From an optimization exercise on the open Yosys and OpenROAD flow, aimed at small area; shortcuts taken in it are not production practice. The RTL was checked by simulation tests, not by an equivalence proof against the original design. Power figures rest on the tool's default switching activity, not on a simulated workload.

Setup of job 7300:
// uavtalk_txn
module uavtalk_txn #(
    parameter DEPTH = 16
) (
    input  wire        clk,
    input  wire        rst,           
    input  wire        cmd_valid,
    input  wire [2:0]  cmd_op,
    input  wire [31:0] cmd_obj,
    input  wire [15:0] cmd_inst,
    output reg         rsp_valid,
    output reg         rsp_hit,
    output reg         rsp_full,
    output reg         note_valid,
    output reg         note_fail,
    output reg  [31:0] note_obj,
    output reg  [15:0] note_inst
);
Settings: LEC_CHECK=0, CAP_MARGIN=0, CORE_MARGIN=2, CORE_UTILIZATION=70, CTS_BUF_LIST=sky130_fd_sc_hd__clkbuf_8, CTS_CLUSTER_DIAMETER=60, CTS_CLUSTER_SIZE=18, SLEW_MARGIN=0, SYNTH_HIERARCHICAL=1; clock period 10.0 ns.
standard.sh (not shown) runs the stock make flow with config.mk's settings and CLKGATE_MAP_FILE= SYNTH_SCRIPT=/design/flow/synth_recipe.tcl, a recipe that flattens the netlist after the stock synthesis.
==> flow/flow/run.sh <==
#!/bin/bash
set -euo pipefail
export BUFFER_PORTS_ARGS="-buffer_cell sky130_fd_sc_hd__buf_1"
export CTS_ARGS="-sink_clustering_enable -repair_clock_nets -sink_clustering_size 18 -sink_clustering_max_diameter 60 -buf_list sky130_fd_sc_hd__clkbuf_8 -dont_use_dummy_load"
bash standard.sh > standard.log 2>&1
Job 7300 went all the way through synthesis, placement and routing and the layout is clean on timing, DRC and antenna.
Modified inputs, job 3466 compared to job 7300
# job 7300
export LEC_CHECK = 0
export CAP_MARGIN = 0
export CORE_MARGIN = 2
export CORE_UTILIZATION = 70
export CTS_BUF_LIST = sky130_fd_sc_hd__clkbuf_8
export CTS_CLUSTER_DIAMETER = 60
export CTS_CLUSTER_SIZE = 18
export SLEW_MARGIN = 0
export SYNTH_HIERARCHICAL = 1
create_clock -name core_clock -period 10.0 [get_ports {clk}]
# job 3466
export LEC_CHECK = 0
export CAP_MARGIN = 0
export CORE_MARGIN = 2
export CORE_UTILIZATION = 70
export CTS_BUF_LIST = sky130_fd_sc_hd__clkbuf_16
export CTS_CLUSTER_DIAMETER = 80
export CTS_CLUSTER_SIZE = 30
export SLEW_MARGIN = 0
export SYNTH_HIERARCHICAL = 1
create_clock -name core_clock -period 10.0 [get_ports {clk}]
==> flow/run.sh (new file) <==
#!/bin/bash
# synth_recipe.tcl (not shown) runs the flow's synth.tcl, then flattens the netlist and writes it again
# the make line also repeats each setting of config.mk as NAME=value (left out here)
make -C /OpenROAD-flow-scripts/flow DESIGN_CONFIG=/design/flow/config.mk WORK_HOME=/design/flow/orfs CLKGATE_MAP_FILE= SYNTH_SCRIPT=/design/flow/synth_recipe.tcl finish
removed: flow/flow/run.sh
removed: flow/standard.sh
==> comparison <==
Compared to job 7300, job 3466 has post-route cell area 1.7% higher. Cmp job 3466 vs job 7300: power higher in job 3466. | non-clock buffer share of cell area | job 3466 vs job 7300 | 0.72 points higher |. In job 3466 relative to job 7300, maximum frequency had gone up slightly. Wire: job 3466 routes less than job 7300. The per-cell via count in the routed design in job 3466 sits 0.59% below the value recorded for job 7300. Job 3466 has clock period minus worst slack below what job 7300 had. Job 3466 against job 7300: maximum net fanout on the critical path down 11, combinational power share now smaller.
The following lists how job 7303 was set up differently from job 3466:
==> flow/flow/run.sh (new file) <==
#!/bin/bash
set -euo pipefail
export BUFFER_PORTS_ARGS="-buffer_cell sky130_fd_sc_hd__buf_1"
export CTS_ARGS="-sink_clustering_enable -repair_clock_nets -sink_clustering_size 30 -sink_clustering_max_diameter 80 -buf_list sky130_fd_sc_hd__clkbuf_16 -dont_use_dummy_load"
bash standard.sh > standard.log 2>&1
==> flow/standard.sh (new file) <==
#!/bin/bash
# synth_recipe.tcl (not shown) runs the flow's synth.tcl, then flattens the netlist and writes it again
# the make line also repeats each setting of config.mk as NAME=value (left out here)
make -C /OpenROAD-flow-scripts/flow DESIGN_CONFIG=/design/flow/config.mk WORK_HOME=/design/flow/orfs CLKGATE_MAP_FILE= SYNTH_SCRIPT=/design/flow/synth_recipe.tcl "${@:-finish}"
removed: flow/run.sh
### Flow results
Job 7303 against job 3466; count of clock buffers in the final design is down by a few percent.
Taking job 3466 over job 7303, the non-clock buffer count ratio works out to 0.925.
What job 3466 reported for length of routed met3 wiring has to be multiplied by 1.11 to get the figure for job 7303.
A highest routed metal layer of met5 is what job 3466 shows, while met4 belongs to job 7303.
As far as number of inserted diodes goes, job 3466 and job 7303 are indistinguishable; the numbers are identical.

---

The RTL this note starts from:
==> flow/design.v <==
module uavtalk_txn_entry (
    input  wire        clk,
    input  wire        valid,
    input  wire [31:0] cmd_obj,
    input  wire [15:0] cmd_inst,
    input  wire        resp_we,
    input  wire        resp_in,
    output wire        exact,         
    output wire        wild,          
    output reg         resp           
);
    reg [31:0] obj;
    reg [15:0] inst;
    always @(posedge clk) begin
        if (!valid) begin
            obj  <= cmd_obj;
            inst <= cmd_inst;
        end
        if (resp_we)
            resp <= resp_in;
    end
    wire obj_eq = obj == cmd_obj;
    assign exact = valid && obj_eq && inst == cmd_inst;
    assign wild  = valid && obj_eq && &inst;
endmodule
module uavtalk_txn #(
    parameter DEPTH = 16
) (
    input  wire        clk,
    input  wire        rst,           
    input  wire        cmd_valid,
    input  wire [2:0]  cmd_op,
    input  wire [31:0] cmd_obj,
    input  wire [15:0] cmd_inst,
    output reg         rsp_valid,
    output reg         rsp_hit,
    output reg         rsp_full,
    output reg         note_valid,
    output reg         note_fail,
    output reg  [31:0] note_obj,
    output reg  [15:0] note_inst
);
    localparam [2:0] OP_OPEN_OBJ = 3'd0,    
                     OP_OPEN_ACK = 3'd1,    
                     OP_RX_OBJ   = 3'd2,
                     OP_RX_ACK   = 3'd3,
                     OP_RX_NACK  = 3'd4,
                     OP_CANCEL   = 3'd5;
    localparam [15:0] ALL_INST = 16'hFFFF;
    reg  [DEPTH-1:0] t_valid;
    wire [DEPTH-1:0] exact_v, wild_v, t_resp, resp_we;
    wire             want_ack = cmd_op[0];
    genvar g;
    generate
        for (g = 0; g < DEPTH; g = g + 1) begin : ent
            uavtalk_txn_entry u (
                .clk(clk), .valid(t_valid[g]), .cmd_obj(cmd_obj), .cmd_inst(cmd_inst),
                .resp_we(resp_we[g]), .resp_in(want_ack),
                .exact(exact_v[g]), .wild(wild_v[g]), .resp(t_resp[g]));
        end
    endgenerate
    wire exact_hit = |exact_v;
    wire wild_hit  = |wild_v;
    wire find_hit  = exact_hit | wild_hit;
    wire [DEPTH-1:0] find_v = exact_hit ? exact_v : wild_v;
    wire find_resp = |(find_v & t_resp);
    reg [DEPTH-1:0] free_v;
    reg             seen;
    integer f;
    always @* begin
        seen = 1'b0;
        for (f = 0; f < DEPTH; f = f + 1) begin
            free_v[f] = !t_valid[f] && !seen;
            seen      = seen | !t_valid[f];
        end
    end
    wire free_found = ~&t_valid;
    wire is_open   = (cmd_op == OP_OPEN_OBJ) || (cmd_op == OP_OPEN_ACK);
    wire is_rx     = (cmd_op == OP_RX_OBJ) || (cmd_op == OP_RX_ACK);
    wire inst_all  = cmd_inst == ALL_INST;
    wire inst_zero = cmd_inst == 16'h0000;
    wire do_open  = is_open && (exact_hit || free_found);
    wire rx_ok    = !inst_all && find_hit && (find_resp == want_ack) &&
                    (exact_hit || inst_zero);
    wire do_close = (is_rx && rx_ok) ||
                    (cmd_op == OP_RX_NACK && find_hit) ||
                    (cmd_op == OP_CANCEL  && find_hit);
    wire act = cmd_valid && !rst;
    wire [DEPTH-1:0] set_v = (act && is_open && !exact_hit) ? free_v : {DEPTH{1'b0}};
    wire [DEPTH-1:0] clr_v = (act && do_close) ? find_v : {DEPTH{1'b0}};
    assign resp_we = ~t_valid | ((act && is_open) ? exact_v : {DEPTH{1'b0}});
    always @(posedge clk) begin
        if (rst)
            t_valid <= {DEPTH{1'b0}};
        else
            t_valid <= (t_valid | set_v) & ~clr_v;
    end
    always @(posedge clk) begin
        if (rst) begin
            rsp_valid  <= 1'b0;
            note_valid <= 1'b0;
        end else begin
            rsp_valid  <= cmd_valid;
            note_valid <= cmd_valid && do_close;
        end
        rsp_hit   <= do_open | do_close;
        rsp_full  <= is_open && !do_open;
        note_fail <= cmd_op == OP_CANCEL;
        note_obj  <= cmd_obj;
        note_inst <= exact_hit ? cmd_inst : ALL_INST;
    end
endmodule
==> flow/config.mk <==
export PLATFORM = sky130hd
export DESIGN_NAME = uavtalk_txn
export DESIGN_NICKNAME = uavtalk_txn
export VERILOG_FILES = /design/flow/design.v
export SDC_FILE = /design/flow/constraint.sdc
export NUM_CORES = 4
export LEC_CHECK = 0
export CAP_MARGIN = 0
export CORE_MARGIN = 2
export CORE_UTILIZATION = 85
export CTS_BUF_LIST = sky130_fd_sc_hd__clkbuf_8
export CTS_CLUSTER_DIAMETER = 60
export CTS_CLUSTER_SIZE = 18
export SLEW_MARGIN = 0
export SYNTH_HIERARCHICAL = 1
==> flow/constraint.sdc <==
create_clock -name core_clock -period 10.0 [get_ports {clk}]
set_input_delay 2.0000 -clock core_clock [delete_from_list [all_inputs] [get_ports {clk}]]
set_output_delay 2.0000 -clock core_clock [all_outputs]
set_load 0.01 [all_outputs]
==> flow/flow/run.sh <==
#!/bin/bash
set -euo pipefail
export BUFFER_PORTS_ARGS="-buffer_cell sky130_fd_sc_hd__buf_1"
export CTS_ARGS="-sink_clustering_enable -repair_clock_nets -sink_clustering_size 18 -sink_clustering_max_diameter 60 -buf_list sky130_fd_sc_hd__clkbuf_8 -dont_use_dummy_load"
bash standard.sh > standard.log 2>&1
Rerun with:
==> flow/flow/run.sh (replaced) <==
#!/bin/bash
# The standard layout (standard.sh: standard synthesis, floorplan, place,
# CTS, route, finish), with one change: the buffers that placement puts on
# every input and output port are the smallest buffer, buf_1, instead of the
# resizer's default choice; repair_design then sizes up any port buffer that
# needs more drive. The full output goes to standard.log in the work folder.
set -euo pipefail
export BUFFER_PORTS_ARGS="-buffer_cell sky130_fd_sc_hd__buf_1"
bash standard.sh > standard.log 2>&1
Settings changed: CORE_UTILIZATION 85 to 70, CTS_BUF_LIST sky130_fd_sc_hd__clkbuf_8 to sky130_fd_sc_hd__clkbuf_16, CTS_CLUSTER_DIAMETER 60 to 80, CTS_CLUSTER_SIZE 18 to 30.
Result: Core utilization decreases by 15 points. Sequential share of layout area came out lower by 1.3 points. Wire length came out lower by about 15%. Total power rose by 4.5%. Maximum frequency went up by 3.6%. Cell area climbs by 2.0%.
Rerun with:
==> flow/flow/run.sh (replaced) <==
#!/bin/bash
set -euo pipefail
export BUFFER_PORTS_ARGS="-buffer_cell sky130_fd_sc_hd__buf_1"
export CTS_ARGS="-sink_clustering_enable -repair_clock_nets -sink_clustering_size 18 -sink_clustering_max_diameter 60 -buf_list sky130_fd_sc_hd__clkbuf_8 -dont_use_dummy_load"
bash standard.sh > standard.log 2>&1
Settings changed: CORE_UTILIZATION 70 to 78, CTS_BUF_LIST sky130_fd_sc_hd__clkbuf_16 to sky130_fd_sc_hd__clkbuf_8, CTS_CLUSTER_DIAMETER 80 to 60, CTS_CLUSTER_SIZE 30 to 18.
Result: Sequential share of layout area increases by 1.2 points. Via count rises by 1.9%. Worst setup slack gets better by 100 ps. Final area shrinks by 1.8%. Combinational power stays flat. Count of clock-buffer cells in the layout came out higher by 17. Non-clock buffer count decreases by 19. Utilization went up by 8.0 points. Routed wire length is about the same. Power goes down by 6.2%.

separate check: timing with driven ports:
No port has a modelled driver above. Below, the same layouts with a new extraction and two added sets of constraints.
Step 1: set_driving_cell puts a clkbuf_16 on clk and a buf_2 on each other input, an assumption about the parent block.
Step 2 adds t to the input delays and takes it off the output delays; t is the mean of the earliest and latest rising clock arrival at the registers after step 1. Input paths then give back, and output paths get back, about the clock's delay inside the block.
a / b / c = no drivers / after step 1 / after step 2; a / b = the first two.
run	t (ns)	setup WS [ns]	clock arrival spread, ns
job 7300	0.743	2.948 / 2.983 / 2.240	0.058 / 0.058
job 3466	0.651	3.029 / 3.062 / 2.412	0.030 / 0.031
job 7303	0.629	2.761 / 2.800 / 2.171	0.062 / 0.061
the first run of note 2	0.751	2.614 / 2.645 / 1.894	0.071 / 0.072
the second run of note 2	0.645	2.872 / 2.904 / 2.259	0.038 / 0.038
the third run of note 2	0.718	2.974 / 3.009 / 2.291	0.059 / 0.059
After both steps every run listed still meets setup and hold. The setup slack of the first run of note 2, which loses most, moves by +0.031 ns with the drivers and by -0.720 ns with both steps.
